From an optimization exercise on the open Yosys and OpenROAD flow, aimed at small area; shortcuts taken in it are not production practice.
The RTL was checked by simulation tests, not by an equivalence proof against the original design.
Power figures rest on the tool's default switching activity, not on a simulated workload.

==> flow/run.sh <==
#!/bin/bash
# synth_recipe.tcl (not shown) runs the flow's synth.tcl, then flattens the netlist and writes it again
# the make line also repeats each setting of config.mk as NAME=value (left out here)
make -C /OpenROAD-flow-scripts/flow DESIGN_CONFIG=/design/flow/config.mk WORK_HOME=/design/flow/orfs CLKGATE_MAP_FILE= SYNTH_SCRIPT=/design/flow/synth_recipe.tcl finish
==> flow/config.mk <==
export PLATFORM = sky130hd
export DESIGN_NAME = irfc_core
export DESIGN_NICKNAME = irfc_core
export VERILOG_FILES = /design/flow/design.v
export SDC_FILE = /design/flow/constraint.sdc
export NUM_CORES = 4
export LEC_CHECK = 0
export CAP_MARGIN = 20
export CORE_MARGIN = 2
export CORE_UTILIZATION = 40
export SLEW_MARGIN = 20
==> flow/constraint.sdc <==
create_clock -name core_clock -period 10.0 [get_ports {clk}]
set_input_delay 2.0000 -clock core_clock [delete_from_list [all_inputs] [get_ports {clk}]]
set_output_delay 2.0000 -clock core_clock [all_outputs]
set_load 0.01 [all_outputs]
==> flow/design.v <==
module irfc_core (
    input  wire       clk,
    input  wire       rst,        
    input  wire       tick,       
    input  wire       ir_in,      
    input  wire       estop_in,   
    output wire [1:0] dir_a,
    output wire [1:0] dir_b,
    output wire [7:0] pwm_a,
    output wire [7:0] pwm_b,
    output wire       acc_out,
    output wire [2:0] act_out
);
    localparam [2:0] A_STOP  = 3'd0;
    localparam [2:0] A_FWD   = 3'd1;
    localparam [2:0] A_BWD   = 3'd2;
    localparam [2:0] A_LEFT  = 3'd3;
    localparam [2:0] A_RIGHT = 3'd4;
    localparam [2:0] A_SPDUP = 3'd5;
    localparam [2:0] A_SLOW  = 3'd6;
    localparam [2:0] A_ACC   = 3'd7;
    localparam [2:0] S_IDLE     = 3'd0;
    localparam [2:0] S_DISPATCH = 3'd1;
    localparam [2:0] S_ACT      = 3'd2;
    localparam [2:0] S_SETTLE   = 3'd3;
    localparam [2:0] S_BOOT     = 3'd4;
    reg        ir_q, estop_q;
    reg [2:0]  seq;
    reg [13:0] cnt;         
    reg [5:0]  idx;
    reg        ok;          
    reg [2:0]  pre;         
    reg [2:0]  action;
    reg        acc;
    reg [3:0]  speed;       
    reg        pwm_on;      
    reg        dir_on;      
    reg        pa, pb;      
    reg [8:0]  settle;
    reg        latch;
    wire ir_edge    = ir_in & ~ir_q;
    wire estop_edge = estop_in & ~estop_q;
    wire boot     = (seq == S_BOOT);
    wire accepted = ir_edge & ~boot;
    wire ovf      = tick & ~accepted & (&cnt);
    wire full     = (idx == 6'd34);
    wire decode   = (seq == S_IDLE) & full & ~ovf;
    wire sbit     = (cnt > 14'd168);
    reg [15:0] low16;
    reg [2:0]  pre_act;
    always @(*) begin
        case (pre)
            3'b011:  begin low16 = 16'h629D; pre_act = A_FWD;   end
            3'b101:  begin low16 = 16'hA857; pre_act = A_BWD;   end
            3'b001:  begin low16 = 16'h22DD; pre_act = A_LEFT;  end
            3'b110:  begin low16 = 16'hC23D; pre_act = A_RIGHT; end
            3'b100:  begin low16 = 16'h906F; pre_act = A_SPDUP; end
            3'b111:  begin low16 = 16'hE01F; pre_act = A_SLOW;  end
            3'b000:  begin low16 = 16'h02FD; pre_act = A_ACC;   end
            default: begin low16 = 16'h0000; pre_act = A_STOP;  end
        endcase
    end
    wire [3:0] lpos = 4'd15 - (idx[3:0] - 4'd2);    
    wire       exp_low = low16[lpos];
    always @(posedge clk) begin
        if (rst) begin
            ir_q    <= 1'b0;
            estop_q <= 1'b0;
        end else begin
            ir_q    <= ir_in;
            estop_q <= estop_in;
        end
    end
    always @(posedge clk) begin
        if (rst || boot) begin
            cnt <= 14'd0;
            idx <= 6'd0;
        end else begin
            cnt <= (accepted ? 14'd0 : cnt) + {13'd0, tick};
            if (ovf || decode)
                idx <= 6'd0;
            else if (accepted && !full)
                idx <= idx + 6'd1;
        end
    end
    always @(posedge clk) begin
        if (accepted && !full && idx >= 6'd2) begin
            if (idx == 6'd2)
                ok <= ~sbit;
            else if (idx < 6'd10)
                ok <= ok & ~sbit;
            else if (idx < 6'd18)
                ok <= ok & sbit;
            else if (idx < 6'd21)
                pre <= {pre[1:0], sbit};
            else
                ok <= ok & (sbit == exp_low);
        end
    end
    wire motion = (action == A_FWD) | (action == A_BWD) |
                  (action == A_LEFT) | (action == A_RIGHT);
    wire [3:0] speed_up = (speed == 4'd10) ? 4'd10 : speed + 4'd1;
    wire [3:0] speed_dn = (speed == 4'd0) ? 4'd0 : speed - 4'd1;
    always @(posedge clk) begin
        if (rst) begin
            seq    <= S_BOOT;
            action <= A_STOP;
            acc    <= 1'b0;
            speed  <= 4'd0;
            pwm_on <= 1'b0;
            dir_on <= 1'b0;
            latch  <= 1'b0;
        end else begin
            settle <= settle - {8'd0, tick};
            case (seq)
                S_BOOT: seq <= S_IDLE;
                S_IDLE: begin
                    if (decode) begin
                        latch <= 1'b0;
                        seq   <= S_DISPATCH;
                    end
                end
                S_DISPATCH: begin
                    action <= ok ? pre_act : A_STOP;
                    seq    <= S_ACT;
                end
                S_ACT: begin
                    seq <= S_IDLE;
                    if (motion) begin
                        dir_on <= 1'b0;
                        pwm_on <= 1'b0;
                        settle <= 9'd500;
                        seq    <= S_SETTLE;
                    end else begin
                        case (action)
                            A_STOP: begin
                                dir_on <= 1'b0;
                                pwm_on <= 1'b0;
                            end
                            A_SPDUP: begin
                                speed <= speed_up;
                                if (!latch) pwm_on <= 1'b1;
                            end
                            A_SLOW: begin
                                speed <= speed_dn;
                                if (!latch) pwm_on <= 1'b1;
                            end
                            default: acc <= ~acc;
                        endcase
                    end
                end
                default: begin    
                    if (settle == 9'd0) begin
                        if (!latch) begin
                            dir_on <= 1'b1;
                            pwm_on <= 1'b1;
                            pa     <= (action == A_FWD) | (action == A_RIGHT);
                            pb     <= (action == A_FWD) | (action == A_LEFT);
                        end
                        seq <= S_IDLE;
                    end
                end
            endcase
            if (estop_edge) begin
                dir_on <= 1'b0;
                pwm_on <= 1'b0;
                latch  <= 1'b1;
            end
        end
    end
    reg [6:0] pwm_val;
    always @(*) begin
        case (speed)
            4'd0:    pwm_val = 7'd0;
            4'd1:    pwm_val = 7'd10;
            4'd2:    pwm_val = 7'd20;
            4'd3:    pwm_val = 7'd30;
            4'd4:    pwm_val = 7'd40;
            4'd5:    pwm_val = 7'd50;
            4'd6:    pwm_val = 7'd60;
            4'd7:    pwm_val = 7'd70;
            4'd8:    pwm_val = 7'd80;
            4'd9:    pwm_val = 7'd90;
            default: pwm_val = 7'd100;
        endcase
    end
    wire [7:0] pwm = pwm_on ? {1'b0, pwm_val} : 8'd0;
    assign pwm_a   = pwm;
    assign pwm_b   = pwm;
    assign dir_a   = dir_on ? {pa, ~pa} : 2'b00;
    assign dir_b   = dir_on ? {pb, ~pb} : 2'b00;
    assign acc_out = acc;
    assign act_out = action;
endmodule
==> impl_summary.log <==
[metrics] maximum number of pins on one net before global-route repair: 25
[metrics] count of nets after finishing: 415
[metrics] initial detailed-routing violation count: 93
[metrics] cell internal power dissipation: 378 uW
[metrics] post-CTS setup-driven buffer insertion count: 0
[metrics] post-detailed-route DRC marker count: 0
[metrics] hold path startpoint: latch
[metrics] setup clock skew after layout: 0.00890 ns
[metrics] placed wire-length estimate: 4680 um
[metrics] Hold Buf Count CTS: 0
[metrics] Crit Reg-Reg Startpoint: seq[2]
[metrics] GRT Total Usage: 15.9%
[metrics] Multi-input gate area: 1810 sq um
[metrics] switching power of the nets: 117 uW
[metrics] final-report hold violation count: 0
[metrics] share of synthesized cell area in and, or, nand and nor gates: 28.0%
[metrics] hold path endpoint: latch
[metrics] Async SR Flop Fraction: 0%
[metrics] vias per inst: 5.13
[metrics] RSZ-0062 raised after global routing: no
[metrics] Die Outline Area: 8930 sq um
[metrics] critical setup path kind: in2reg
[metrics] most repeated cell in the gate-level netlist after synthesis: sky130_fd_sc_hd__nor2_1
[metrics] average size of a mapped cell: 8.57 sq um
[metrics] number of diodes: 0
[metrics] Comb power frac: 6.8%
[metrics] pin slew with the least headroom to its limit: 0.830 ns
[metrics] final core utilization: 45.9%
[metrics] area share of the largest cell type after synthesis: 25.7%
[metrics] static leakage: 1.36 nW
[metrics] xor/xnor share of the synthesized area: 6.42%
[metrics] Hold Path Cell Cnt: 2
[metrics] power density relative to cell area: 133 nW/um^2
[metrics] Via Count: 2596
[metrics] Gate Count Post-Synth: 382
[metrics] number of warnings issued by yosys: 1
[metrics] depth of the worst register-to-register path: 9
[metrics] share of synthesized cell area in full adder, half adder and majority cells: 5.35%
[metrics] flop2flop setup slack: 7.39 ns
[metrics] clock network fraction of design power: 42.1%
[metrics] final critical-path required period: 3.96 ns
[metrics] EDFF count, synth: 15
[metrics] Max VDD drop: 0.0909 mV
[metrics] tightest slew margin relative to the limit: 44.5%
[metrics] top achievable clock speed: 0.252 GHz
[metrics] Setup violations, final: 0
[metrics] area occupied by registers: 1290 sq um
[metrics] ratio of cells with drive above 1 in the final layout: 5.24%
[metrics] clock tree from TritonCTS: yes
[metrics] number of distinct library cells after synthesis: 58
[metrics] number of clock buffers inserted by TritonCTS: 9
[metrics] buffer depth of the longest clock path: 2
[metrics] Clock Latency Late Sink: 0.34 ns
[metrics] end of the worst register-to-register path: cnt[10]
[metrics] post-synthesis sequential element count: 57
[metrics] CP Launch Type: input pin
[metrics] count of filler cells inserted in the layout: 807
[metrics] Compound-Gate Fraction of Synth Area: 13.1%
[metrics] I/O pin count: 29
[metrics] Congestion Overflow GR: 0
[metrics] status: finished clean
[metrics] data arrival at the endpoint of the critical path: 4.20 ns
[metrics] number of nets with antenna violations after detailed routing: 0
[metrics] type of element capturing the critical path: register
[metrics] number of iterations in the first detailed-routing pass: 4
[metrics] aggregate negative setup slack: 0 ns
[metrics] Post-Route WL: 6460 um
[metrics] netlist area before placement: 3280 sq um
[metrics] H-tree depth reported by CTS: 3
[metrics] number of global-route vias before repair: 2377
[metrics] data required time of the worst path: 10.23 ns
[metrics] Sinks on Clock Net: 57
[metrics] std cell rows: 33
[metrics] post-detailed-placement cell area: 3520 sq um
[metrics] CTS root buffer: sky130_fd_sc_hd__clkbuf_8
[metrics] area delta synth->final: 13.3%
[metrics] CP Max Fanout: 24
[metrics] sequential cell area fraction in the yosys report: 39.4%
[metrics] Pins Over Slew Limit: 0
[metrics] sequential cell fraction of total power: 51.1%
[metrics] Max Cap Violations: 0
[metrics] dominant combinational cell family by area after synthesis: simple AND/OR/NAND/NOR gates
[metrics] most instantiated flip-flop cell in the synthesis netlist: sky130_fd_sc_hd__dfxtp_1
[metrics] count of buffers inserted at the top-level ports: 24
[metrics] top area cells in the synthesized netlist: sky130_fd_sc_hd__dfxtp_1 26%, sky130_fd_sc_hd__edfxtp_1 14%, sky130_fd_sc_hd__nor2_1 5.8%, sky130_fd_sc_hd__ha_1 5.3%, sky130_fd_sc_hd__nand2_1 3.7%
[metrics] WL per Instance: 12.8 um
[metrics] gp weighted congestion: 0.826
[metrics] Post-Layout Inst Area: 3710 sq um
[metrics] share of cell area taken by muxes after synthesis: 1.95%
[metrics] initial antenna violation count: 0
[metrics] CTS-repair resized insts: 0
[metrics] starting density of the core: 40.5%
[metrics] width of the chip: 94.5 um
[metrics] cell types with the highest counts after synthesis: 51 x sky130_fd_sc_hd__nor2_1, 42 x sky130_fd_sc_hd__dfxtp_1, 32 x sky130_fd_sc_hd__nand2_1
[metrics] die extent in y: 94.5 um
[metrics] most area-hungry cell type in the Yosys netlist: sky130_fd_sc_hd__dfxtp_1
[metrics] post-CTS clock slew at the launch and capture registers of the worst setup and hold paths: 0.06 ns
[metrics] share of the clock period used by the worst path after layout: 39.6%
[metrics] type of the tightest min-delay check: reg2reg
[metrics] Core Box Area: 8090 sq um
[metrics] first-pass GRT wire length: 11000 um
[metrics] switching part of the total power: 23.6%
[per-stage QoR]
| stage | instances | total power, mW | setup slack (ns) | hold WS (ns) |
|---|---|---|---|---|
| finish | 506 | 0.494 | 6.04 | 0.511 |
| global route | 506 | 0.518 | 5.89 | 0.557 |
| CTS | 506 | 0.502 | 6.05 | 0.515 |
| detailed placement | 490 | 0.291 | 5.69 | 0.506 |
| global placement | 490 | 0.290 | 5.78 | 0.498 |
| floorplan | 385 | 0.282 | 6.24 | 0.424 |
[critical path, stage by stage]
cell and delay [ns]:
sky130_fd_sc_hd__clkdlybuf4s50_1 0.84, sky130_fd_sc_hd__a21oi_1 0.54, sky130_fd_sc_hd__ha_1 0.31, sky130_fd_sc_hd__mux2_1 0.28, sky130_fd_sc_hd__a211oi_1 0.23
[worst max path at each step]
| stage | startpoint | end |
|---|---|---|
| after global placement | ir_in | cnt[10] |
| after global routing | rst | pwm_val[4] |
| final | rst | pwm_val[4] |
| after CTS | rst | pwm_val[4] |
| after floorplan | ir_in | cnt[10] |
| after detailed placement | rst | pwm_val[4] |
[layout make-up]
class                           count  share of cell area [%]
Multi-Input combinational cell    291                    48.8
Clock buffer                       12                    3.91
Timing Repair Buffer               24                    6.47
Clock inverter                      4                    1.15
Sequential cell                    57                    34.8
Tap cell                          105                    3.54
Inverter                           13                    1.31
[power groups by stage]
stage / registers [mW] / logic (mW) / clock network, mW
global route: 0.254 / 0.0385 / 0.226
finish: 0.252 / 0.0336 / 0.208
floorplan: 0.253 / 0.0294 / 0
detailed placement: 0.257 / 0.0336 / 0
global placement: 0.257 / 0.0331 / 0
CTS: 0.252 / 0.0339 / 0.216
[flip-flops by register name, summed over array words and instances (netlist names), 3 cells and up]
| name | flops |
|---|---|
| pwm_val | 6 |
| pre | 3 |
| action | 3 |
| settle | 9 |
| cnt | 14 |
| seq | 3 |
| idx | 6 |
| speed | 4 |
[layer usage]
metal,wire length [um],vias up,global-route usage (%)
met5,0,-,0
met4,75,0,6.16
met3,225,6,4.79
met2,2980,45,25.6
met1,3180,1187,20.0
li1,-,1358,-
[layout by cell type, fill, tap and decap left out, types with 2 or more instances in the layout]
| cell type | n |
|---|---|
| sky130_fd_sc_hd__or2_2 | 2 |
| sky130_fd_sc_hd__a211o_1 | 2 |
| sky130_fd_sc_hd__clkdlybuf4s50_1 | 24 |
| sky130_fd_sc_hd__mux2_2 | 2 |
| sky130_fd_sc_hd__nor4_1 | 3 |
| sky130_fd_sc_hd__nor2_1 | 51 |
| sky130_fd_sc_hd__nand2b_1 | 6 |
| sky130_fd_sc_hd__nand3_1 | 21 |
| sky130_fd_sc_hd__xnor2_1 | 11 |
| sky130_fd_sc_hd__edfxtp_1 | 15 |
| sky130_fd_sc_hd__mux2i_1 | 3 |
| sky130_fd_sc_hd__dfxtp_1 | 42 |
| sky130_fd_sc_hd__inv_1 | 13 |
| sky130_fd_sc_hd__clkbuf_8 | 10 |
| sky130_fd_sc_hd__nand2_1 | 32 |
| sky130_fd_sc_hd__a21oi_1 | 22 |
| sky130_fd_sc_hd__clkinv_1 | 2 |
| sky130_fd_sc_hd__a211oi_1 | 2 |
| sky130_fd_sc_hd__or3_1 | 6 |
| sky130_fd_sc_hd__nand4_1 | 5 |
| sky130_fd_sc_hd__a21o_1 | 3 |
| sky130_fd_sc_hd__o31a_1 | 3 |
| sky130_fd_sc_hd__o22a_1 | 3 |
| sky130_fd_sc_hd__and3_1 | 3 |
| sky130_fd_sc_hd__o31ai_1 | 2 |
| sky130_fd_sc_hd__o21ai_0 | 13 |
| sky130_fd_sc_hd__clkbuf_1 | 2 |
| sky130_fd_sc_hd__and2_1 | 13 |
| sky130_fd_sc_hd__xor2_1 | 13 |
| sky130_fd_sc_hd__nor4b_1 | 2 |
| sky130_fd_sc_hd__a31oi_1 | 5 |
| sky130_fd_sc_hd__ha_1 | 14 |
| sky130_fd_sc_hd__o21a_1 | 2 |
| sky130_fd_sc_hd__conb_1 | 4 |
| sky130_fd_sc_hd__nor2b_1 | 10 |
| sky130_fd_sc_hd__or4_1 | 2 |
| sky130_fd_sc_hd__nor3_1 | 9 |
[logic make-up after synthesis]
group	after synthesis
multiplexers	6
buffers and inverters	37
AND/OR/NAND/NOR	175
other	1
XOR/XNOR	24
AO/OA/AOI/OAI	68
flip-flops	57
adder cells (fa/ha/maj)	14

## re-timing with driven ports
The flow's constraints put no driver on any port. The routed layout listed below was extracted and timed again, unchanged, in two steps. Step 1 sets driving cells, clkbuf_16 on the clock port and buf_2 on the other inputs (assumed; they add their load-dependent delay and slew). Step 2 also shifts input and output timing later by t, the mid clock arrival at the registers, as if the neighbouring blocks saw the same clock. Slacks: ideal ports / drivers / drivers and shift; pairs: ideal ports / drivers.
t (ns): 0.362
setup WS [ns]: 6.039 / 6.048 / 5.686
worst setup path at the end: input to register
latest minus earliest clock arrival (ns): 0.009 / 0.009
worst register clock-pin slew, ns: 0.07 / 0.07
After both steps this run still meets setup and hold. For this run, drivers alone change the setup slack by +0.009 ns; drivers and shift together by -0.353 ns.
